Background: an optimization exercise with open tools, aiming at small area, a short achievable clock period and few clock cycles per item. Do not read the settings as production practice. In this exercise RTL edits were held to simulation tests only and were not proved equivalent to the original.

## flow/design.v (module list and top-level ports; edited modules follow where they fit)
// module fp32_mul: 98 lines
// module mul24: 1017 lines
// module fp32_add: 109 lines
// module bq_cascade: 140 lines
module bq_cascade (
    input  wire        clk,
    input  wire        rst,
    input  wire        cfg_we,
    input  wire [4:0]  cfg_addr,
    input  wire [31:0] cfg_wdata,
    output reg  [31:0] cfg_rdata,
    input  wire        in_valid,
    output wire        in_ready,
    input  wire [31:0] in_data,
    output reg         out_valid,
    output wire [31:0] out_data,
    output wire        busy
);
  // ...
==> flow/flow/run.sh <==
#!/bin/bash
set -euo pipefail
bash standard.sh \
  SETUP_SLACK_MARGIN=11 \
  "BUFFER_PORTS_ARGS=-buffer_cell sky130_fd_sc_hd__buf_2" \
  "CTS_ARGS=-sink_clustering_enable -repair_clock_nets -dont_use_dummy_load -buf_list sky130_fd_sc_hd__clkbuf_8" \
  finish > flow_make.log 2>&1
==> flow/standard.sh <==
#!/bin/bash
# synth_recipe.tcl (not shown) runs the flow's synth.tcl, then flattens the netlist and writes it again
# the make line also repeats each setting of config.mk as NAME=value (left out here)
make -C /OpenROAD-flow-scripts/flow DESIGN_CONFIG=/design/flow/config.mk WORK_HOME=/design/flow/orfs CLKGATE_MAP_FILE= SYNTH_SCRIPT=/design/flow/synth_recipe.tcl "${@:-finish}"
==> flow/config.mk <==
export PLATFORM = sky130hd
export DESIGN_NAME = bq_cascade
export DESIGN_NICKNAME = bq_cascade
export VERILOG_FILES = /design/flow/design.v
export SDC_FILE = /design/flow/constraint.sdc
export NUM_CORES = 4
export LEC_CHECK = 0
export ABC_AREA = 1
export CAP_MARGIN = 20
export CORE_MARGIN = 2
export CORE_UTILIZATION = 55
export SLEW_MARGIN = 20
==> flow/constraint.sdc <==
create_clock -name core_clock -period 22.0 [get_ports {clk}]
set_input_delay 4.4000 -clock core_clock [delete_from_list [all_inputs] [get_ports {clk}]]
set_output_delay 4.4000 -clock core_clock [all_outputs]
set_load 0.01 [all_outputs]
==> flow_metrics.env, run 1 <==
export IMPL_m1WireLength_um=128000
export IMPL_cts_inserted_buffers=215
export IMPL_nMultiInputCombCells=6444
export IMPL_hpwlAfterDp_um=240000
export IMPL_cts_hold_buffers_added=0
export IMPL_n_clock_buffer=215
export IMPL_vias=77900
export IMPL_synth_top_family_by_area="simple AND/OR/NAND/NOR gates"
export IMPL_synthArstFlopShare_pct=0
export IMPL_timing_setup_tns_ns=0
export IMPL_fin_crit_ns=11.24
export IMPL_grt_pass1_vias=74700
export IMPL_postCtsSetupBuffers=78
export IMPL_setup_viol=0
export IMPL_ys_ff_latch=1321
export IMPL_worstSetupPathType="input pin to output pin"
export IMPL_synth_compound_area_share_pct=14.1
export IMPL_netlist_top_cell_by_area="edfxtp_1"
export IMPL_syn_area_um2=85700
export IMPL_min_to="cs[5][0]$_DFF_P_"
export IMPL_status="finished clean"
export IMPL_worst_pin_slew_ns=1.29
export IMPL_synthAdderAreaFrac_pct=14.6
export IMPL_synth_xor_area_share_pct=1.89
export IMPL_antenna_found_initial=28
export IMPL_instances_no_fill=12000
export IMPL_row_count=144
export IMPL_drive_gt1_share_pct=11.5
Testbench counts, summed over its fixed seeds: cycles 55,852, items 4,096.
==> inputs of run 2 (changes only) <==
--- a/flow/config.mk
+++ b/flow/config.mk
@@ -8,5 +8,5 @@
 export ABC_AREA = 1
 export CAP_MARGIN = 20
 export CORE_MARGIN = 2
-export CORE_UTILIZATION = 55
+export CORE_UTILIZATION = 62
 export SLEW_MARGIN = 20
==> flow_metrics.env, run 2 <==
export IMPL_syn_avg_cell_area_um2=8.86
export IMPL_final_nets=10700
export IMPL_drtAntennaViolNets=0
export IMPL_largest_reg_flops=640
export IMPL_first_pass_iters=11
export IMPL_portBuffers=139
export IMPL_antenna_found_initial=32
export IMPL_io_pins=140
export IMPL_cts_inserted_buffers=212
export IMPL_gr_usage_all_layers_pct=49.1
export IMPL_relSlewSlack_pct=17.0
export IMPL_largest_registers="coef x640, st x256, u_mul.p_q x48"
export IMPL_min_from="cs[9][1]$_DFF_P_"
export IMPL_status="finished clean"
export IMPL_largest_register="coef"
export IMPL_synthMuxAreaShare_pct=0.226
export IMPL_synth_top_family_by_area="simple AND/OR/NAND/NOR gates"
export IMPL_avgRoutedWirePerCell_um=30.2
export IMPL_cts_max_path_buffers=3
export IMPL_cp_slowest_stage_delay_ns=0.37
export IMPL_drive_gt1_share_pct=10.9
export IMPL_m1WireLength_um=118000
export IMPL_synth_edf_count=1024
export IMPL_slowest_stage="bufbuf_16"
export IMPL_synthArstFlopShare_pct=0
export IMPL_maxCapViolCount=0
export IMPL_worstSetupStartpoint="cfg_addr[3]"
export IMPL_synth_compound_area_share_pct=14.1
export IMPL_synth_fp_nets=10500
export IMPL_gp_congestion=1.05
export IMPL_dpl_worst_slack_ns=8.97
export IMPL_grt_pass1_vias=76200
export IMPL_die_w_um=376
export IMPL_timing_final_crit_share_pct=51.6
export IMPL_synthFlopType="edfxtp_1"
export IMPL_grt_pass1_wl_um=503000
export IMPL_yosysSeqAreaShare_pct=42.8
export IMPL_synth_top_area_share_pct=35.9
export IMPL_hp_class="flop to flop"
export IMPL_worstSetupPathType="input pin to output pin"
export IMPL_grt_max_degree=71
export IMPL_vias_per_cell=6.79
export IMPL_ctsRootBufferMaster="clkbuf_8"
export IMPL_synth_warning_count=6
export IMPL_layout_commonest_cell="nand2_1"
export IMPL_synth_simple_area_share_pct=17.7
export IMPL_hpwlAfterDp_um=234000
export IMPL_drt_wl_total_um=355000
export IMPL_ys_top_cells_by_count="1917 x nand2_1, 1396 x inv_1, 1024 x edfxtp_1, 866 x nor2_1, 584 x o21ai_0"
export IMPL_cp_required_ns=17.60
export IMPL_start_util_pct=62.4
export IMPL_fmax_ghz=0.0881
export IMPL_drv_slew=0
export IMPL_timing_setup_tns_ns=0
export IMPL_drc=0
export IMPL_clk_pin_slew_ns=0.06
export IMPL_row_count=136
export IMPL_arrival_ns=6.96
export IMPL_yosysMostFrequentCell="nand2_1"
export IMPL_dp_cells=11400
export IMPL_worst_pin_slew_ns=1.23
export IMPL_netlist_instances=9680
export IMPL_cp_end_kind="output pin"
export IMPL_fillers=10800
export IMPL_area_growth_pct=10.5
export IMPL_clock_sinks=1321
export IMPL_r2r_start="cv[3]$_SDFF_PP0_"
export IMPL_hold_viol_final=0
export IMPL_die_h_um=376
export IMPL_rsz0062_at_grt="yes"
export IMPL_met3_length_um=61500
export IMPL_synth_area_leaders="edfxtp_1 36%, fa_1 11%, nand2_1 8.4%"
export IMPL_met2_length_um=143000
export IMPL_core_area_um2=137000
export IMPL_dr_max_layer_used="met5"
export IMPL_drt_iter0_drc=13900
export IMPL_worstPathMaxFanout=13
export IMPL_cts_tree="yes"
export IMPL_htree_levels=4
export IMPL_cts_hold_buffers_added=0
export IMPL_synthAdderAreaFrac_pct=14.6
export IMPL_setup_viol=0
export IMPL_ys_ff_latch=1321
export IMPL_design_die_area_um2=141000
export IMPL_netlist_top_cell_by_area="edfxtp_1"
export IMPL_instances_no_fill=11700
export IMPL_vias=79600
export IMPL_r2r_slack_ns=11.62
export IMPL_synth_cell_types=88
export IMPL_final_util_pct=69.0
export IMPL_fin_ws_ns=10.64
export IMPL_syn_area_um2=85700
export IMPL_final_cell_mix="1905 x nand2_1, 1373 x inv_1, 1024 x edfxtp_1"
export IMPL_clock_skew_ns=0.179
export IMPL_synth_xor_area_share_pct=1.89
export IMPL_fin_hold_ws_ns=0.320
export IMPL_clock_latency_ns=1.01
export IMPL_cp_common_cell="buf_4"
export IMPL_fin_crit_ns=11.36
export IMPL_worstSetupStartpointType="input pin"
export IMPL_overflow=0
export IMPL_path_cells="buf_4 -> nor2_2 -> nand2_1 -> nor2_1 -> buf_4 -> clkinv_2 -> bufbuf_16 -> o221ai_1 -> a211oi_4 -> o21ai_2 -> buf_2"
[run 2: cell counts after synthesis]
Identical to the previous run, type by type.
[run 2: timing repair]
| item | 4_1_cts | 5_1_grt |
|---|---|---|
| gates cloned | 12 | 5 |
| endpoints found under the setup margin | 32 | 32 |
| endpoints found under the hold margin | 0 | 0 |
| buffers inserted | 67 | 33 |
| pin swaps | 44 | 52 |
| resized for setup | 238 | 105 |
[run 2: kinds of logic (layout without fill, tap and decap cells)]
kind of cell | after synthesis | in the layout
muxes | 19 | 19
other | 1 | 22
adders and majority gates | 706 | 706
and+or+nand+nor | 3600 | 3600
DFF | 1321 | 1321
xor gates and xnor gates | 184 | 184
AOI/OAI and AO/OA | 1934 | 1934
buffers and inverters | 1915 | 2146
[run 2: worst max-delay path, delay by kind of cell]
family,cells,cell delay [ns]
compound gates,3,0.81
simple gates,3,0.52
buf+inv,5,1.21
[run 2: layer usage]
metal	vias to the layer above	GRT usage, %
met5	-	0.343
li1	33000	-
met1	37100	59.8
met3	2096	22.8
met4	28	32.8
met2	7300	69.7
[run 2: final timing paths]
path / end / depth (start not counted)
setup / recovery: cfg_rdata[18] / 11
hold / removal: cs[10][1]$_DFF_P_ / 0
setup reg to reg: u_mul.p_q[47]$_DFF_P_ / 35
hold reg to reg: cs[10][1]$_DFF_P_ / 0
[run 2: cell type report]
class                           instances  area, um2  area share (%)
Multi-Input combinational cell       6444      43100            45.5
Tap cell                             1794       2240            2.37
Timing Repair Buffer                  473       4140            4.37
Clock buffer                          212       2920            3.08
Sequential cell                      1321      36700            38.7
Inverter                             1461       5610            5.92
Antenna cell                           21       52.6          0.0555
[run 2: per-stage QoR]
step	cell area, um2
after global placement	88900
after detailed placement	88900
after CTS	93700
after floorplan	85700
final	94800
after global routing	94700
==> inputs of run 3 (changes only) <==
==> flow/flow/run.sh (replaced) <==
#!/bin/bash
set -euo pipefail
bash standard.sh \
  SETUP_SLACK_MARGIN=11 \
  "BUFFER_PORTS_ARGS=-buffer_cell sky130_fd_sc_hd__buf_2" \
  "CTS_ARGS=-sink_clustering_enable -repair_clock_nets -dont_use_dummy_load -buf_list sky130_fd_sc_hd__clkbuf_4" \
  finish > flow_make.log 2>&1
--- a/flow/config.mk
+++ b/flow/config.mk
@@ -8,5 +8,5 @@
 export ABC_AREA = 1
 export CAP_MARGIN = 20
 export CORE_MARGIN = 2
-export CORE_UTILIZATION = 62
+export CORE_UTILIZATION = 55
 export SLEW_MARGIN = 20
==> flow_metrics.env, run 3 <==
export IMPL_worst_pin_slew_ns=1.37
export IMPL_fin_ws_ns=10.72
export IMPL_htree_levels=5
export IMPL_gp_congestion=0.996
export IMPL_ys_ff_latch=1321
export IMPL_area_growth_pct=11.1
export IMPL_clock_skew_ns=0.191
export IMPL_synth_top_area_share_pct=35.9
export IMPL_drv_slew=0
export IMPL_gr_usage_all_layers_pct=44.5
export IMPL_synth_compound_area_share_pct=14.1
export IMPL_syn_area_um2=85700
export IMPL_yosysSeqAreaShare_pct=42.8
export IMPL_layout_commonest_cell="nand2_1"
export IMPL_use_met3_pct=17.1
export IMPL_register_area_um2=36700
export IMPL_dpl_worst_slack_ns=8.94
export IMPL_cts_max_path_buffers=4
export IMPL_ys_top_cells_by_count="1917 x nand2_1, 1396 x inv_1, 1024 x edfxtp_1, 866 x nor2_1, 584 x o21ai_0"
export IMPL_timing_final_crit_share_pct=51.3
export IMPL_row_count=144
export IMPL_final_cell_mix="1899 x nand2_1, 1370 x inv_1, 1024 x edfxtp_1"
export IMPL_setup_viol=0
export IMPL_drt_wl_total_um=358000
export IMPL_cp_top_family="buffers and inverters"
export IMPL_die_h_um=399
export IMPL_io_pins=140
export IMPL_maxCapViolCount=0
export IMPL_synth_edf_count=1024
export IMPL_hpwlAfterDp_um=240000
export IMPL_fmax_ghz=0.0887
export IMPL_grt_max_degree=81
export IMPL_ctsRootBufferMaster="clkbuf_4"
export IMPL_synth_warning_count=6
export IMPL_synthFlopType="edfxtp_1"
export IMPL_drc=0
export IMPL_avgRoutedWirePerCell_um=29.5
export IMPL_yosysMostFrequentCell="nand2_1"
export IMPL_portBuffers=139
export IMPL_syn_avg_cell_area_um2=8.86
export IMPL_core_area_um2=154000
export IMPL_busiest_layer="met2"
export IMPL_grt_pass1_vias=76000
export IMPL_rsz0062_at_grt="yes"
export IMPL_drive_gt1_share_pct=12.7
export IMPL_die_w_um=399
export IMPL_clock_sinks=1321
export IMPL_cp_common_cell="buf_4"
export IMPL_synth_xor_area_share_pct=1.89
export IMPL_synth_top_family_by_area="simple AND/OR/NAND/NOR gates"
export IMPL_grt_pass1_wl_um=509000
export IMPL_vias=78700
export IMPL_start_util_pct=55.5
export IMPL_drtAntennaViolNets=0
export IMPL_synth_simple_area_share_pct=17.7
export IMPL_worstPathMaxFanout=17
export IMPL_relSlewSlack_pct=7.67
export IMPL_arrival_ns=6.88
export IMPL_clk_pin_slew_ns=0.07
export IMPL_status="finished clean"
export IMPL_synthMuxAreaShare_pct=0.226
export IMPL_multiInputGateArea_um2=43400
export IMPL_grt_use_met1_pct=56.0
export IMPL_hp_class="flop to flop"
export IMPL_cts_tree="yes"
export IMPL_timing_setup_tns_ns=0
export IMPL_synth_fp_nets=10500
export IMPL_cp_slowest_stage_delay_ns=0.47
export IMPL_synthAdderAreaFrac_pct=14.6
export IMPL_synthArstFlopShare_pct=0
export IMPL_worstSetupPathType="input pin to output pin"
export IMPL_largest_registers="coef x640, st x256, u_mul.p_q x48"
export IMPL_fillers=13400
export IMPL_hold_viol_final=0
export IMPL_synth_area_leaders="edfxtp_1 36%, fa_1 11%, nand2_1 8.4%"
export IMPL_largest_register="coef"
export IMPL_design_die_area_um2=159000
export IMPL_final_nets=10900
export IMPL_grt_use_met2_pct=64.7
export IMPL_netlist_top_cell_by_area="edfxtp_1"
export IMPL_first_pass_iters=10
export IMPL_crit_buf_inv=6
export IMPL_fin_crit_ns=11.28
export IMPL_worstSetupStartpointType="input pin"
export IMPL_clock_latency_ns=1.39
export IMPL_path_cells="buf_4 -> inv_1 -> nor2_1 -> inv_2 -> buf_4 -> nor2_4 -> buf_4 -> a22o_1 -> nor4_4 -> nand4_1 -> a21oi_4 -> o22ai_1 -> buf_2"
export IMPL_netlist_instances=9680
export IMPL_cts_inserted_buffers=359
export IMPL_synth_cell_types=88
export IMPL_cp_required_ns=17.60
export IMPL_vias_per_cell=6.49
export IMPL_drt_iter0_drc=11500
export IMPL_slowest_stage="nor4_4"
export IMPL_largest_reg_flops=640
export IMPL_antenna_found_initial=21
export IMPL_overflow=0
export IMPL_cp_end_kind="output pin"
## run 3: cell counts after synthesis
Identical to the previous run, type by type.
## run 3: cell type report
type	count	area share, %
flip-flops and latches	1321	38.5
multi-input cells	6444	45.5
repair buffers	487	4.49
inverters	1461	5.89
well taps	2044	2.68
diodes	13	0.0342
clock buffers	359	2.83
## run 3: metal layers
| layer | share of wire (%) | wire length, um |
|---|---|---|
| met3 | 15 | 54300 |
| met4 | 7.7 | 27500 |
| met2 | 41 | 148000 |
| met5 | 0.039 | 139 |
| met1 | 36 | 128000 |
## run 3: worst reg2reg max path: cells and delay by family (launching register included)
kind	cells	cell delay (ns)
buffers and inverters	8	2.44
AOI/OAI and AO/OA	10	2.01
adders and majority gates	7	3.46
DFF	1	0.70
and+or+nand+nor	10	1.42
## run 3: kinds of logic after synthesis
| family | Yosys count |
|---|---|
| AND/OR/NAND/NOR | 3600 |
| multiplexers | 19 |
| flip-flops | 1321 |
| buffers and inverters | 1915 |
| adder cells (fa/ha/maj) | 706 |
| XOR/XNOR | 184 |
| AO/OA/AOI/OAI | 1934 |
| other | 1 |
## run 3: repair_timing
item,4_1_cts,5_1_grt
gates cloned,11,5
pin swaps,75,77
setup endpoints to repair,32,33
gates resized for setup,329,100
hold endpoints to repair,0,0
setup buffers,75,33
hold buffers,0,0
## run 3: path summary, 6_finish.rpt
path                                         endpoint              from  depth (start not counted)  slack [ns]
worst max-delay path                    cfg_rdata[31]       cfg_addr[3]                         13       10.72
worst min-delay path                 cs[7][1]$_DFF_P_  cs[6][1]$_DFF_P_                          0        0.31
worst max register to register  u_mul.p_q[47]$_DFF_P_  cv[3]$_SDFF_PP0_                         35       11.81
worst min register to register       cs[7][1]$_DFF_P_  cs[6][1]$_DFF_P_                          0        0.31
## run 3: stage by stage
stage | hold slack, ns | utilization [%] | instances | cell area [um2]
5_1_grt | 0.322 | 61.7 | 12100 | 95200
2_1_floorplan | 0.310 | - | 9680 | 85700
4_1_cts | 0.308 | 61.1 | 12100 | 94300
6_report | 0.310 | 61.7 | 12100 | 95300
3_3_place_gp | 0.310 | 57.8 | 11600 | 89300
3_5_place_dp | 0.313 | 57.8 | 11600 | 89300
==> module fp32_mul, before the edit <==
module fp32_mul (
    input  wire        clk,
    input  wire [31:0] a,
    input  wire [31:0] b,
    output reg  [31:0] y
);
    wire        sy = a[31] ^ b[31];
    wire [7:0]  ea = a[30:23];
    wire [7:0]  eb = b[30:23];
    wire [22:0] fa = a[22:0];
    wire [22:0] fb = b[22:0];
    wire a_sub  = (ea == 8'h00);
    wire b_sub  = (eb == 8'h00);
    wire a_max  = (ea == 8'hFF);
    wire b_max  = (eb == 8'hFF);
    wire a_fz   = (fa == 23'd0);
    wire b_fz   = (fb == 23'd0);
    wire a_nan  = a_max & ~a_fz;
    wire b_nan  = b_max & ~b_fz;
    wire a_inf  = a_max & a_fz;
    wire b_inf  = b_max & b_fz;
    wire a_zero = a_sub & a_fz;
    wire b_zero = b_sub & b_fz;
    wire [23:0] ma = {~a_sub, fa};
    wire [23:0] mb = {~b_sub, fb};
    wire [47:0] p;
    mul24 u_mul24 (.a(ma), .b(mb), .p(p));
    wire [22:0] fs = a_sub ? fa : fb;
    reg  [4:0]  lzs;
    integer i;
    always @* begin
        lzs = 5'd23;
        for (i = 0; i < 23; i = i + 1)
            if (fs[i]) lzs = 5'd23 - i[4:0];
    end
    wire [4:0] l0 = (a_sub | b_sub) ? lzs : 5'd0;
    reg [4:0] tza, tzb;
    always @* begin
        tza = 5'd23;
        for (i = 22; i >= 0; i = i - 1)
            if (ma[i]) tza = i[4:0];
        tzb = 5'd23;
        for (i = 22; i >= 0; i = i - 1)
            if (mb[i]) tzb = i[4:0];
    end
    wire [5:0] tzp = {1'b0, tza} + {1'b0, tzb};
    wire [7:0] xa = a_sub ? 8'd1 : ea;
    wire [7:0] xb = b_sub ? 8'd1 : eb;
    wire signed [10:0] e0 = $signed({3'b0, xa}) + $signed({3'b0, xb}) - 11'sd127;
    wire        nrm = e0 > $signed({6'b0, l0});           
    wire signed [10:0] s1 = nrm ? $signed({6'b0, l0}) : e0;
    wire signed [10:0] zr = 11'sd23 - s1;
    wire [6:0]  z  = (zr > 11'sd72) ? 7'd72 : zr[6:0];
    wire signed [10:0] st0 = $signed({5'b0, tzp}) + s1;
    wire        stk0 = st0 < 11'sd23;
    wire        stk1 = st0 < 11'sd22;
    wire [9:0]  eb0  = nrm ? (e0[9:0] - {5'b0, l0}) : 10'd0;
    wire nan_r  = a_nan | b_nan | (a_inf & b_zero) | (a_zero & b_inf);
    wire inf_r  = a_inf | b_inf;
    wire zero_r = a_zero | b_zero | (a_sub & b_sub);
    reg [47:0] p_q;
    reg [6:0]  z_q;
    reg [9:0]  eb0_q;
    reg        nrm_q, stk0_q, stk1_q, sy_q, nan_q, inf_q, zero_q;
    always @(posedge clk) begin
        p_q    <= p;
        z_q    <= z;
        eb0_q  <= eb0;
        nrm_q  <= nrm;
        stk0_q <= stk0;
        stk1_q <= stk1;
        sy_q   <= sy;
        nan_q  <= nan_r;
        inf_q  <= inf_r;
        zero_q <= zero_r;
    end
    wire [70:0] big = {p_q, 23'b0} >> z_q;
    wire [25:0] x   = big[47:22];
    wire        c    = nrm_q & ~x[25];
    wire [23:0] mant = c ? x[24:1] : x[25:2];
    wire        grd  = c ? x[0] : x[1];
    wire        stk  = c ? stk1_q : stk0_q;
    wire        inc  = grd & (stk | mant[0]);
    wire [9:0]  ebase = eb0_q - {9'b0, c};
    wire [33:0] sum   = {1'b0, ebase, 23'b0} + {10'b0, mant} + {33'b0, inc};
    always @(posedge clk) begin
        if (nan_q)
            y <= 32'h7FC00000;
        else if (inf_q)
            y <= {sy_q, 8'hFF, 23'b0};
        else if (zero_q)
            y <= {sy_q, 31'b0};
        else if (sum >= 34'h07F800000)
            y <= {sy_q, 8'hFF, 23'b0};
        else
            y <= {sy_q, sum[30:0]};
    end
endmodule
==> module bq_cascade, before the edit <==
module bq_cascade (
    input  wire        clk,
    input  wire        rst,
    input  wire        cfg_we,
    input  wire [4:0]  cfg_addr,
    input  wire [31:0] cfg_wdata,
    output reg  [31:0] cfg_rdata,
    input  wire        in_valid,
    output wire        in_ready,
    input  wire [31:0] in_data,
    output reg         out_valid,
    output wire [31:0] out_data,
    output wire        busy
);
    reg [31:0] coef [0:19];    
    reg [31:0] st   [0:7];     
    reg [1:0]  nsec_m1;        
    reg [11:0] cv;             
    reg [1:0]  cs [0:11];      
    reg [2:0]  fw;             
    reg [3:0]  gap;            
    reg [1:0]  nsec;           
    reg [31:0] xin;            
    reg        xin_v;
    wire xin_free = cv[3] & (cs[3] == 2'd0);    
    assign in_ready = ~xin_v | xin_free;
    wire accept = in_valid & in_ready;
    wire one_sec = (nsec_m1 == 2'd0);
    wire next_gap5 = (gap == 4'd4);             
    wire next_gap8 = (gap >= 4'd7);             
    wire have_in   = xin_v | accept;
    wire start = (nsec != 2'd0) ? next_gap5
               : (have_in & (next_gap8 | (next_gap5 & ~one_sec)));
    assign busy = xin_v | (|cv) | (nsec != 2'd0);
    reg  [31:0] ma, mb, aa, ab;
    wire [31:0] mr, ar;
    fp32_mul u_mul (.clk(clk), .a(ma), .b(mb), .y(mr));
    fp32_add u_add (.clk(clk), .a(aa), .b(ab), .y(ar));
    assign out_data = ar;
    reg [31:0] yv;             
    reg [31:0] h1, h2;         
    wire [4:0] soff = cfg_addr - 5'd20;
    always @* begin
        if (cfg_addr < 5'd20)
            cfg_rdata = coef[cfg_addr];
        else if (cfg_addr < 5'd28)
            cfg_rdata = st[soff[2:0]];
        else if (cfg_addr == 5'd28)
            cfg_rdata = {30'b0, nsec_m1};
        else
            cfg_rdata = 32'h0;
    end
    reg  [4:0]  caddr;
    reg  [31:0] cr;
    always @(posedge clk) cr <= coef[caddr];
    reg [4:0] caddr_n;
    always @* begin
        if (start)      caddr_n = {1'b0, nsec, 2'b00}  + {3'b0, nsec}  + 5'd1;  
        else if (cv[1]) caddr_n = {1'b0, cs[1], 2'b00} + {3'b0, cs[1]} + 5'd2;  
        else if (cv[2]) caddr_n = {1'b0, cs[2], 2'b00} + {3'b0, cs[2]} + 5'd3;  
        else if (cv[5]) caddr_n = {1'b0, cs[5], 2'b00} + {3'b0, cs[5]} + 5'd4;  
        else            caddr_n = {1'b0, nsec, 2'b00}  + {3'b0, nsec};          
    end
    wire v_x = (cv[0] & (cs[0] == 2'd0)) | (cv[1] & (cs[1] == 2'd0)) | (cv[3] & (cs[3] == 2'd0));
    wire [31:0] vdat = v_x ? xin : yv;
    always @* begin
        ma = cr;
        mb = cv[4] ? ar : vdat;
    end
    reg [31:0] bq;
    reg        bfw;      
    reg        asel;     
    always @(posedge clk) begin
        if (cv[1])      bq <= (cv[10] & (cs[10] == cs[1])) ? ar : st[{cs[1], 1'b0}];
        else if (cv[5]) bq <= h1;
        else if (cv[7]) bq <= st[{cs[7], 1'b1}];
        else            bq <= h2;
        bfw  <= cv[1] & fw[1];
        asel <= cv[7];
    end
    always @* begin
        aa = asel ? ar : mr;
        ab = bfw ? ar : bq;
    end
    wire        wd1 = cv[10];
    wire        wd2 = cv[11];
    wire [2:0]  waddr = wd1 ? {cs[10], 1'b0} : {cs[11], 1'b1};
    wire [2:0]  cfg_soff = cfg_addr[2:0] - 3'd4;      
    wire [31:0] coef_wd = cfg_wdata & {32{~rst}};
    wire [31:0] st_wd   = ((wd1 | wd2) ? ar : cfg_wdata) & {32{~rst}};
    wire        cfg_st  = cfg_we & (cfg_addr >= 5'd20) & (cfg_addr < 5'd28);
    reg  [19:0] coef_we;
    reg  [7:0]  st_we;
    integer k;
    always @* begin
        for (k = 0; k < 20; k = k + 1)
            coef_we[k] = rst | (cfg_we & (cfg_addr == k));
        for (k = 0; k < 8; k = k + 1)
            st_we[k] = rst | ((wd1 | wd2) & (waddr == k)) | (cfg_st & (cfg_soff == k));
    end
    always @(posedge clk) begin
        for (k = 0; k < 20; k = k + 1)
            if (coef_we[k])
                coef[k] <= coef_wd;
        for (k = 0; k < 8; k = k + 1)
            if (st_we[k])
                st[k] <= st_wd;
        if (rst)
            nsec_m1 <= 2'd0;
        else if (cfg_we && cfg_addr == 5'd28)
            nsec_m1 <= cfg_wdata[1:0];
        if (cv[4]) yv <= ar;
        if (cv[3]) h1 <= mr;
        if (cv[5]) h2 <= mr;
        if (accept) xin <= in_data;
        caddr <= rst ? 5'd0 : caddr_n;
        if (rst) begin
            cv        <= 12'd0;
            fw        <= 3'd0;
            gap       <= 4'd8;
            nsec      <= 2'd0;
            xin_v     <= 1'b0;
            out_valid <= 1'b0;
        end else begin
            cv   <= {cv[10:0], start};
            fw   <= {fw[1:0], start & one_sec & (gap == 4'd7)};
            gap  <= start ? 4'd0 : (gap == 4'd8) ? 4'd8 : gap + 4'd1;
            if (start)
                nsec <= (nsec == nsec_m1) ? 2'd0 : nsec + 2'd1;
            if (accept)
                xin_v <= 1'b1;
            else if (xin_free)
                xin_v <= 1'b0;
            out_valid <= cv[3] & (cs[3] == nsec_m1);
        end
        cs[0] <= nsec;
        for (k = 1; k < 12; k = k + 1)
            cs[k] <= cs[k-1];
    end
endmodule
==> inputs of run 4 (changes only) <==
--- a/flow/design.v
+++ b/flow/design.v
@@ -23,8 +23,8 @@
     wire b_zero = b_sub & b_fz;
     wire [23:0] ma = {~a_sub, fa};
     wire [23:0] mb = {~b_sub, fb};
-    wire [47:0] p;
-    mul24 u_mul24 (.a(ma), .b(mb), .p(p));
+    wire [47:0] pa, pb;
+    mul24cs u_mul24 (.a(ma), .b(mb), .ra(pa), .rb(pb));
     wire [22:0] fs = a_sub ? fa : fb;
     reg  [4:0]  lzs;
     integer i;
@@ -58,12 +58,13 @@
     wire nan_r  = a_nan | b_nan | (a_inf & b_zero) | (a_zero & b_inf);
     wire inf_r  = a_inf | b_inf;
     wire zero_r = a_zero | b_zero | (a_sub & b_sub);
-    reg [47:0] p_q;
+    reg [47:0] pa_q, pb_q;
     reg [6:0]  z_q;
     reg [9:0]  eb0_q;
     reg        nrm_q, stk0_q, stk1_q, sy_q, nan_q, inf_q, zero_q;
     always @(posedge clk) begin
-        p_q    <= p;
+        pa_q   <= pa;
+        pb_q   <= pb;
         z_q    <= z;
         eb0_q  <= eb0;
         nrm_q  <= nrm;
@@ -74,6 +75,7 @@
         inf_q  <= inf_r;
         zero_q <= zero_r;
     end
+    wire [47:0] p_q = pa_q + pb_q;
     wire [70:0] big = {p_q, 23'b0} >> z_q;
     wire [25:0] x   = big[47:22];
     wire        c    = nrm_q & ~x[25];
@@ -96,7 +98,7 @@
             y <= {sy_q, sum[30:0]};
     end
 endmodule
-module mul24 (input wire [23:0] a, input wire [23:0] b, output wire [47:0] p);
+module mul24cs (input wire [23:0] a, input wire [23:0] b, output wire [47:0] ra, output wire [47:0] rb);
     wire s1 = (a[19] & b[0]) ^ (a[18] & b[1]);
     wire c2 = (a[19] & b[0]) & (a[18] & b[1]);
     wire s3 = (a[20] & b[0]) ^ (a[19] & b[1]) ^ (a[18] & b[2]);
@@ -1109,9 +1111,8 @@
     wire c1010 = (c840 & s923) | (c840 & c922) | (s923 & c922);
     wire s1011 = (a[23] & b[22]) ^ (a[22] & b[23]) ^ c924;
     wire c1012 = ((a[23] & b[22]) & (a[22] & b[23])) | ((a[23] & b[22]) & c924) | ((a[22] & b[23]) & c924);
-    wire [47:0] ra = {1'b0, (a[23] & b[23]), s1011, s1009, s1007, s1005, s1003, s1001, s999, s997, s995, s993, s991, s989, s987, s985, s983, s981, s979, s977, s975, s973, s971, s969, s967, s965, s963, s961, s959, s957, s955, s953, s951, s949, s947, s945, s943, s941, s939, s937, s935, s933, s931, s929, s927, (a[0] & b[2]), (a[1] & b[0]), (a[0] & b[0])};
-    wire [47:0] rb = {1'b0, c1012, c1010, c1008, c1006, c1004, c1002, c1000, c998, c996, c994, c992, c990, c988, c986, c984, c982, c980, c978, c976, c974, c972, c970, c968, c966, c964, c962, c960, c958, c956, c954, c952, c950, c948, c946, c944, c942, c940, c938, c936, c934, c932, c930, c928, c926, s925, (a[0] & b[1]), 1'b0};
-    assign p = ra + rb;
+    assign ra = {1'b0, (a[23] & b[23]), s1011, s1009, s1007, s1005, s1003, s1001, s999, s997, s995, s993, s991, s989, s987, s985, s983, s981, s979, s977, s975, s973, s971, s969, s967, s965, s963, s961, s959, s957, s955, s953, s951, s949, s947, s945, s943, s941, s939, s937, s935, s933, s931, s929, s927, (a[0] & b[2]), (a[1] & b[0]), (a[0] & b[0])};
+    assign rb = {1'b0, c1012, c1010, c1008, c1006, c1004, c1002, c1000, c998, c996, c994, c992, c990, c988, c986, c984, c982, c980, c978, c976, c974, c972, c970, c968, c966, c964, c962, c960, c958, c956, c954, c952, c950, c948, c946, c944, c942, c940, c938, c936, c934, c932, c930, c928, c926, s925, (a[0] & b[1]), 1'b0};
 endmodule
 module fp32_add (
     input  wire        clk,
@@ -1310,24 +1311,24 @@
     wire        wd2 = cv[11];
     wire [2:0]  waddr = wd1 ? {cs[10], 1'b0} : {cs[11], 1'b1};
     wire [2:0]  cfg_soff = cfg_addr[2:0] - 3'd4;      
-    wire [31:0] coef_wd = cfg_wdata & {32{~rst}};
-    wire [31:0] st_wd   = ((wd1 | wd2) ? ar : cfg_wdata) & {32{~rst}};
-    wire        cfg_st  = cfg_we & (cfg_addr >= 5'd20) & (cfg_addr < 5'd28);
-    reg  [19:0] coef_we;
+    wire [31:0] st_wd = (wd1 | wd2) ? ar : cfg_wdata;
+    wire        cfg_st = cfg_we & (cfg_addr >= 5'd20) & (cfg_addr < 5'd28);
     reg  [7:0]  st_we;
     integer k;
     always @* begin
-        for (k = 0; k < 20; k = k + 1)
-            coef_we[k] = rst | (cfg_we & (cfg_addr == k));
         for (k = 0; k < 8; k = k + 1)
-            st_we[k] = rst | ((wd1 | wd2) & (waddr == k)) | (cfg_st & (cfg_soff == k));
+            st_we[k] = ((wd1 | wd2) & (waddr == k)) | (cfg_st & (cfg_soff == k));
     end
     always @(posedge clk) begin
         for (k = 0; k < 20; k = k + 1)
-            if (coef_we[k])
-                coef[k] <= coef_wd;
+            if (rst)
+                coef[k] <= 32'h0;
+            else if (cfg_we && cfg_addr == k)
+                coef[k] <= cfg_wdata;
         for (k = 0; k < 8; k = k + 1)
-            if (st_we[k])
+            if (rst)
+                st[k] <= 32'h0;
+            else if (st_we[k])
                 st[k] <= st_wd;
         if (rst)
             nsec_m1 <= 2'd0;
==> flow/flow/run.sh (replaced) <==
#!/bin/bash
set -euo pipefail
bash standard.sh \
  SETUP_SLACK_MARGIN=11 \
  "BUFFER_PORTS_ARGS=-buffer_cell sky130_fd_sc_hd__buf_2" \
  "CTS_ARGS=-sink_clustering_enable -repair_clock_nets -dont_use_dummy_load" \
  finish > flow_make.log 2>&1
==> flow_metrics.env, run 4 <==
export IMPL_worstSetupPathType="input pin to output pin"
export IMPL_maxCapViolCount=0
export IMPL_clock_skew_ns=0.0725
export IMPL_synth_area_leaders="dfxtp_1 28%, fa_1 11%, nand2_1 8.2%"
export IMPL_die_w_um=408
export IMPL_relSlewSlack_pct=13.2
export IMPL_layout_commonest_cell="nand2_1"
export IMPL_gp_congestion=1.04
export IMPL_arrival_ns=6.92
export IMPL_first_pass_iters=10
export IMPL_dpl_worst_slack_ns=9.15
export IMPL_synthAdderAreaFrac_pct=14.0
export IMPL_synth_edf_count=128
export IMPL_yosysSeqAreaShare_pct=31.9
export IMPL_hp_class="flop to flop"
export IMPL_final_nets=13200
export IMPL_clock_latency_ns=0.83
export IMPL_fin_crit_ns=11.32
export IMPL_synth_top_family_by_area="compound AO/OA/AOI/OAI gates"
export IMPL_cts_inserted_buffers=149
export IMPL_status="finished clean"
export IMPL_yosysMostFrequentCell="nand2_1"
export IMPL_synth_compound_area_share_pct=22.4
export IMPL_drc=0
export IMPL_synth_xor_area_share_pct=1.80
export IMPL_fin_ws_ns=10.68
export IMPL_path_cells="buf_12 -> clkinvlp_4 -> nor2_4 -> inv_4 -> buf_6 -> nor2_4 -> inv_4 -> buf_6 -> buf_16 -> o22ai_1 -> nor4_4 -> nand4_1 -> a21oi_2 -> o21ai_2 -> buf_2"
export IMPL_cp_slowest_stage_delay_ns=0.48
export IMPL_cts_max_path_buffers=3
export IMPL_grt_pass1_vias=88800
export IMPL_overflow=0
export IMPL_drv_slew=0
export IMPL_io_pins=140
export IMPL_largest_registers="coef x640, st x256, u_mul.pa_q x47"
export IMPL_vias_per_cell=6.44
export IMPL_synth_warning_count=6
export IMPL_setup_viol=0
export IMPL_grt_pass1_wl_um=572000
export IMPL_fmax_ghz=0.0883
export IMPL_timing_setup_tns_ns=0
export IMPL_drt_wl_total_um=395000
export IMPL_worstPathMaxFanout=7
export IMPL_synthFlopType="dfxtp_1"
export IMPL_synth_cell_types=72
export IMPL_syn_area_um2=89700
export IMPL_timing_final_crit_share_pct=51.5
export IMPL_avgRoutedWirePerCell_um=27.0
export IMPL_area_growth_pct=12.1
export IMPL_netlist_top_cell_by_area="dfxtp_1"
export IMPL_netlist_instances=12500
export IMPL_min_from="cs[8][0]$_DFF_P_"
export IMPL_htree_levels=4
export IMPL_largest_reg_flops=640
export IMPL_ys_ff_latch=1366
export IMPL_hpwlAfterDp_um=268000
export IMPL_grt_max_degree=183
export IMPL_design_die_area_um2=166000
export IMPL_die_h_um=408
export IMPL_cts_tree="yes"
export IMPL_synthMuxAreaShare_pct=0.100
export IMPL_drt_iter0_drc=15200
export IMPL_worstSetupStartpoint="cfg_addr[2]"
export IMPL_drive_gt1_share_pct=9.08
export IMPL_gr_usage_all_layers_pct=45.6
export IMPL_core_area_um2=162000
export IMPL_instances_no_fill=14600
export IMPL_slowest_stage="nor4_4"
export IMPL_dp_cells=14300
export IMPL_row_count=148
export IMPL_clk_pin_slew_ns=0.05
export IMPL_worstSetupStartpointType="input pin"
export IMPL_start_util_pct=55.2
export IMPL_hold_viol_final=0
export IMPL_drtAntennaViolNets=0
export IMPL_synth_simple_area_share_pct=19.3
export IMPL_portBuffers=139
export IMPL_rsz0062_at_grt="yes"
export IMPL_r2r_start="cs[1][0]$_DFF_P_"
export IMPL_final_cell_mix="1936 x nand2_1, 1609 x inv_1, 1398 x o21ai_0"
export IMPL_ys_top_cells_by_count="1964 x nand2_1, 1646 x inv_1, 1446 x o21ai_0, 1362 x nor2_1, 1238 x dfxtp_1"
export IMPL_cp_required_ns=17.60
export IMPL_ctsRootBufferMaster="clkbuf_16"
export IMPL_syn_avg_cell_area_um2=7.16
export IMPL_fin_hold_ws_ns=0.325
export IMPL_synthArstFlopShare_pct=0
export IMPL_largest_register="coef"
export IMPL_worst_pin_slew_ns=1.30
export IMPL_vias=94100
export IMPL_cp_end_kind="output pin"
export IMPL_synth_top_area_share_pct=27.6
export IMPL_antenna_found_initial=39
export IMPL_fillers=14800
export IMPL_synth_fp_nets=13300
export IMPL_clock_sinks=1366
run 4: cell types whose count changed in the layout (fill, tap and decap cells not counted), sizes merged, moves of 55 or more:
| cell | before | now |
|---|---|---|
| a221oi | 213 | 116 |
| o21ai | 674 | 1545 |
| nor2 | 904 | 1394 |
| inv | 1418 | 1646 |
| edfxtp | 1024 | 128 |
| clkbuf | 363 | 156 |
| o22ai | 200 | 356 |
| dfxtp | 297 | 1238 |
| a21oi | 411 | 1158 |
| nand3 | 501 | 556 |
run 4: cells by family (layout without fill, tap and decap cells):
logic type	after synthesis	after routing
simple gates	4203	4203
compound gates	3583	3583
buf+inv	2484	2356
flops	1366	1366
fa+ha+maj	706	706
xor+xnor	184	184
mux	9	9
other cells	1	19
run 4: area by class of cell:
class                      count  area [um2]  share of cell area [%]
timing repair inverter         3        22.5                  0.0224
antenna                       18        45.0                  0.0448
clock buffer                 149        3730                    3.71
timing repair buffer         516        4990                    4.96
multi-input combinational   8686       54000                    53.7
sequential                  1366       28600                    28.5
inverter                    1688        6480                    6.44
tap                         2175        2720                    2.71
run 4: metal layers:
metal,up-vias,part of all wire (%),GRT usage [%]
li1,41200,-,-
met1,44100,37,58.3
met2,7000,41,65.7
met3,1771,15,16.6
met4,24,7.3,27.1
met5,-,0.090,0
run 4: final timing paths:
path / end / slack [ns] / depth (start not counted)
min reg2reg: cs[9][0]$_DFF_P_ / 0.32 / 0
max: cfg_rdata[27] / 10.68 / 15
max reg2reg: u_mul.stk1_q$_DFF_P_ / 11.98 / 44
min: cs[9][0]$_DFF_P_ / 0.32 / 0
run 4: per-stage QoR:
stage	util (%)	cell area, um2
global placement	56.6	91900
CTS	61.0	99100
finish	61.9	101000
global route	61.9	101000
floorplan	-	89700
detailed placement	56.6	91900
run 4: worst max-delay path, delay by kind of cell:
kind	cells	cell delay, ns
buffers and inverters	8	0.99
AND/OR/NAND/NOR	4	1.03
AO/OA/AOI/OAI	3	0.47
run 4: repair_timing:
item,CTS,global route
endpoints found under the setup margin,32,34
pin swaps,93,88
hold buffers,0,0
cloned,26,4
buffers inserted,107,36
resized for setup,424,172
Testbench counts of run 4, summed over its fixed seeds: cycles 55,852, items 4,096.
==> inputs of run 5 (changes only) <==
--- a/flow/design.v
+++ b/flow/design.v
@@ -1264,20 +1264,23 @@
     assign out_data = ar;
     reg [31:0] yv;             
     reg [31:0] h1, h2;         
-    wire [4:0] soff = cfg_addr - 5'd20;
+    reg  [4:0] caddr;
+    wire [4:0] raddr = busy ? caddr : cfg_addr;
+    wire [4:0] soff = raddr - 5'd20;
+    reg  [31:0] rdata;
     always @* begin
-        if (cfg_addr < 5'd20)
-            cfg_rdata = coef[cfg_addr];
-        else if (cfg_addr < 5'd28)
-            cfg_rdata = st[soff[2:0]];
-        else if (cfg_addr == 5'd28)
-            cfg_rdata = {30'b0, nsec_m1};
+        if (raddr < 5'd20)
+            rdata = coef[raddr];
+        else if (raddr < 5'd28)
+            rdata = st[soff[2:0]];
+        else if (raddr == 5'd28)
+            rdata = {30'b0, nsec_m1};
         else
-            cfg_rdata = 32'h0;
+            rdata = 32'h0;
     end
-    reg  [4:0]  caddr;
-    reg  [31:0] cr;
-    always @(posedge clk) cr <= coef[caddr];
+    always @* cfg_rdata = rdata;
+    reg [31:0] cr;
+    always @(posedge clk) cr <= busy ? rdata : coef[0];
     reg [4:0] caddr_n;
     always @* begin
         if (start)      caddr_n = {1'b0, nsec, 2'b00}  + {3'b0, nsec}  + 5'd1;  
@@ -1338,7 +1341,7 @@
         if (cv[3]) h1 <= mr;
         if (cv[5]) h2 <= mr;
         if (accept) xin <= in_data;
-        caddr <= rst ? 5'd0 : caddr_n;
+        caddr <= caddr_n;
         if (rst) begin
             cv        <= 12'd0;
             fw        <= 3'd0;
==> flow/flow/run.sh (replaced) <==
#!/bin/bash
set -euo pipefail
bash standard.sh \
  SETUP_SLACK_MARGIN=10 \
  "BUFFER_PORTS_ARGS=-buffer_cell sky130_fd_sc_hd__buf_2" \
  "CTS_ARGS=-sink_clustering_enable -repair_clock_nets -dont_use_dummy_load" \
  finish > flow_make.log 2>&1
--- a/flow/config.mk
+++ b/flow/config.mk
@@ -8,5 +8,5 @@
 export ABC_AREA = 1
 export CAP_MARGIN = 20
 export CORE_MARGIN = 2
-export CORE_UTILIZATION = 55
+export CORE_UTILIZATION = 40
 export SLEW_MARGIN = 20
==> flow_metrics.env, run 5 <==
export IMPL_holdPathStages=0
export IMPL_largest_register="coef"
export IMPL_core_area_um2=217000
export IMPL_syn_area_um2=87400
export IMPL_synth_cell_types=86
export IMPL_start_util_pct=40.2
export IMPL_layout_commonest_cell="nand2_1"
export IMPL_worstSetupPathType="input pin to output pin"
export IMPL_hp_class="flop to flop"
export IMPL_cp_top_family="buffers and inverters"
export IMPL_synth_area_leaders="dfxtp_1 28%, fa_1 11%, nand2_1 8.4%"
export IMPL_status="finished clean"
export IMPL_cp_required_ns=17.60
export IMPL_largest_reg_flops=640
export IMPL_ctsRootBufferMaster="clkbuf_16"
export IMPL_synth_warning_count=6
export IMPL_cp_end_kind="output pin"
export IMPL_reg2reg_depth=40
export IMPL_hold_viol_final=0
export IMPL_r2r_start="cv[3]$_SDFF_PP0_"
export IMPL_multiInputGateArea_um2=50800
export IMPL_netlist_instances=12000
export IMPL_arrival_ns=7.63
export IMPL_io_pins=140
export IMPL_yosysMostFrequentCell="nand2_1"
export IMPL_cts_inserted_buffers=155
export IMPL_drtAntennaViolNets=0
export IMPL_worstSetupStartpoint="cfg_addr[0]"
export IMPL_fin_crit_ns=12.03
export IMPL_final_util_pct=44.1
export IMPL_fillers=21900
export IMPL_cts_max_path_buffers=3
export IMPL_clock_sinks=1366
export IMPL_crit_buf_inv=9
export IMPL_maxCapViolCount=0
export IMPL_drv_slew=0
export IMPL_gp_congestion=1.03
export IMPL_min_from="cs[9][0]$_DFF_P_"
export IMPL_synthArstFlopShare_pct=0
export IMPL_portBuffers=139
export IMPL_overflow=0
export IMPL_cts_hold_buffers_added=0
export IMPL_worst_pin_slew_ns=1.33
export IMPL_drt_iter0_drc=10600
export IMPL_final_cell_mix="1933 x nand2_1, 1467 x inv_1, 1341 x nor2_1"
export IMPL_timing_final_crit_share_pct=54.7
export IMPL_area_growth_pct=9.68
export IMPL_cts_tree="yes"
export IMPL_syn_avg_cell_area_um2=7.26
export IMPL_drt_wl_total_um=382000
export IMPL_drive_gt1_share_pct=7.91
export IMPL_synthFlopType="dfxtp_1"
export IMPL_synth_top_area_share_pct=28.4
export IMPL_path_depth=18
export IMPL_relSlewSlack_pct=11.0
export IMPL_worstSetupStartpointType="input pin"
export IMPL_final_nets=12600
export IMPL_cp_common_cell="buf_12"
export IMPL_grt_pass1_vias=81700
export IMPL_yosysSeqAreaShare_pct=32.8
export IMPL_slowest_stage="nor4_4"
export IMPL_path_cells="clkbuf_4 -> inv_4 -> o21ai_4 -> buf_4 -> nor2_4 -> clkinv_4 -> nor2_2 -> buf_12 -> inv_1 -> nor2_1 -> bufinv_8 -> buf_12 -> o22ai_1 -> nor4_4 -> nand4_1 -> a21oi_4 -> o22ai_4 -> buf_2"
export IMPL_first_pass_iters=9
export IMPL_clk_pin_slew_ns=0.06
export IMPL_vias=85900
export IMPL_cp_slowest_stage_delay_ns=0.41
export IMPL_hpwlAfterDp_um=272000
export IMPL_largest_registers="coef x640, st x256, u_mul.pa_q x47"
export IMPL_synth_edf_count=128
export IMPL_ys_top_cells_by_count="1945 x nand2_1, 1498 x inv_1, 1374 x nor2_1, 1305 x o21ai_0, 1238 x dfxtp_1"
export IMPL_synth_fp_nets=12800
export IMPL_design_die_area_um2=222000
export IMPL_timing_setup_tns_ns=0
export IMPL_avgRoutedWirePerCell_um=26.0
export IMPL_drc=0
export IMPL_fmax_ghz=0.0831
export IMPL_register_area_um2=28600
export IMPL_gr_usage_all_layers_pct=33.3
export IMPL_htree_levels=4
export IMPL_netlist_top_cell_by_area="dfxtp_1"
export IMPL_antenna_found_initial=28
export IMPL_ys_ff_latch=1366
export IMPL_grt_pass1_wl_um=553000
export IMPL_worstPathMaxFanout=30
export IMPL_vias_per_cell=5.85
export IMPL_row_count=171
export IMPL_die_w_um=471
export IMPL_grt_max_degree=221
export IMPL_setup_viol=0
export IMPL_rsz0062_at_grt="no"
export IMPL_clock_latency_ns=0.84
export IMPL_die_h_um=471
export IMPL_clock_skew_ns=0.0953
==> run 5: changes by cell type after synthesis, moves of 37 or more <==
cell      previous run  this run
a221oi_1           116        59
a22oi_1             15        73
o21ai_1             88        51
o21ai_0           1446      1305
o22ai_1            356       151
nand3_1            545       680
inv_1             1646      1498
==> run 5: logic make-up (layout without fill, tap and decap cells) <==
kind of cell	count (synthesis)	after routing	synth area share, %
other	1	19	0.00429
XOR/XNOR	166	166	1.67
AND/OR/NAND/NOR	4366	4366	21.2
multiplexers	7	7	0.0802
flip-flops	1366	1366	32.8
buffers and inverters	2294	2093	10.1
adder cells (fa/ha/maj)	705	705	14.3
AO/OA/AOI/OAI	3125	3125	19.9
==> run 5: final timing paths <==
kind                                        endpoint  slack, ns
worst min register to register     cs[10][0]$_DFF_P_       0.32
worst max register to register  u_mul.stk0_q$_DFF_P_      11.96
worst min-delay path               cs[10][0]$_DFF_P_       0.32
worst max-delay path                   cfg_rdata[29]       9.97
==> run 5: routing by layer <==
layer  GRT usage [%]  wire length (um)  up-vias
met2            48.9            159000     4826
met3            8.78             43200      831
li1                -                 -    38900
met5               0                79        -
met1            44.9            158000    41300
met4            17.0             22000       14
==> run 5: worst register-to-register path: cells and delay by family (launching register included) <==
kind | cells | cell delay (ns)
buffers and inverters | 7 | 1.80
xor gates and xnor gates | 1 | 0.16
AOI/OAI and AO/OA | 11 | 2.50
adders and majority gates | 6 | 1.84
DFF | 1 | 0.98
and+or+nand+nor | 15 | 2.61
==> run 5: layout make-up <==
type                    instances  area share [%]
well taps                    2854            3.73
multi-input cells            8370            53.0
inverters                    1531            6.12
repair inverters                1         0.00522
clock buffers                 155            4.05
diodes                         18          0.0470
flip-flops and latches       1366            29.9
repair buffers                406            3.19
==> run 5: what timing repair did <==
| action | in CTS | in global routing |
|---|---|---|
| pin swaps | 11 | 13 |
| setup endpoints to repair | 32 | 31 |
| gates resized for setup | 120 | 61 |
| setup buffers | 24 | 21 |
| endpoints found under the hold margin | 0 | 0 |
| cloned | 1 | 5 |
==> run 5: stage by stage <==
step | instances | hold WS, ns | setup WS, ns | instance area, um2
finish | 14700 | 0.321 | 9.97 | 95800
global placement | 14500 | 0.312 | 7.47 | 90500
CTS | 14700 | 0.326 | 9.95 | 95200
global route | 14700 | 0.330 | 9.99 | 95800
detailed placement | 14500 | 0.312 | 7.51 | 90600
floorplan | 12000 | 0.310 | 10.84 | 87400
Testbench counts of run 5, summed over its fixed seeds: cycles 55,852, items 4,096.

[port drivers added, routing unchanged]
Ports are ideal in the flow. The routed layouts listed here were re-timed in OpenROAD.
Step 1, drivers: a clkbuf_16 drives clk and a buf_2 each remaining input, both assumed.
Step 2 also shifts input and output timing later by t, the mid clock arrival at the registers, as if the neighbouring blocks saw the same clock.
a / b / c = ideal ports / drivers / drivers and shift; a / b = the first two.
run	shift t [ns]	setup WS [ns]	hold WS [ns]	clock arrival spread, ns	slew at the worst register clock pin (ns)
run 1	0.990	10.759 / 10.706 / 10.706	0.326 / 0.326 / 0.326	0.173 / 0.172	0.07 / 0.07
run 2	1.000	10.643 / 10.618 / 10.618	0.320 / 0.320 / 0.320	0.197 / 0.196	0.08 / 0.08
run 3	1.377	10.723 / 10.686 / 10.686	0.310 / 0.310 / 0.310	0.233 / 0.233	0.08 / 0.08
run 4	0.889	10.679 / 10.610 / 10.610	0.325 / 0.325 / 0.325	0.074 / 0.075	0.06 / 0.06
run 5	0.888	9.973 / 9.918 / 9.918	0.321 / 0.321 / 0.321	0.100 / 0.100	0.07 / 0.07
After both steps setup and hold are still met in every run listed. The setup slack of run 4, which loses most, moves by -0.069 ns with the drivers and by -0.069 ns with both steps.
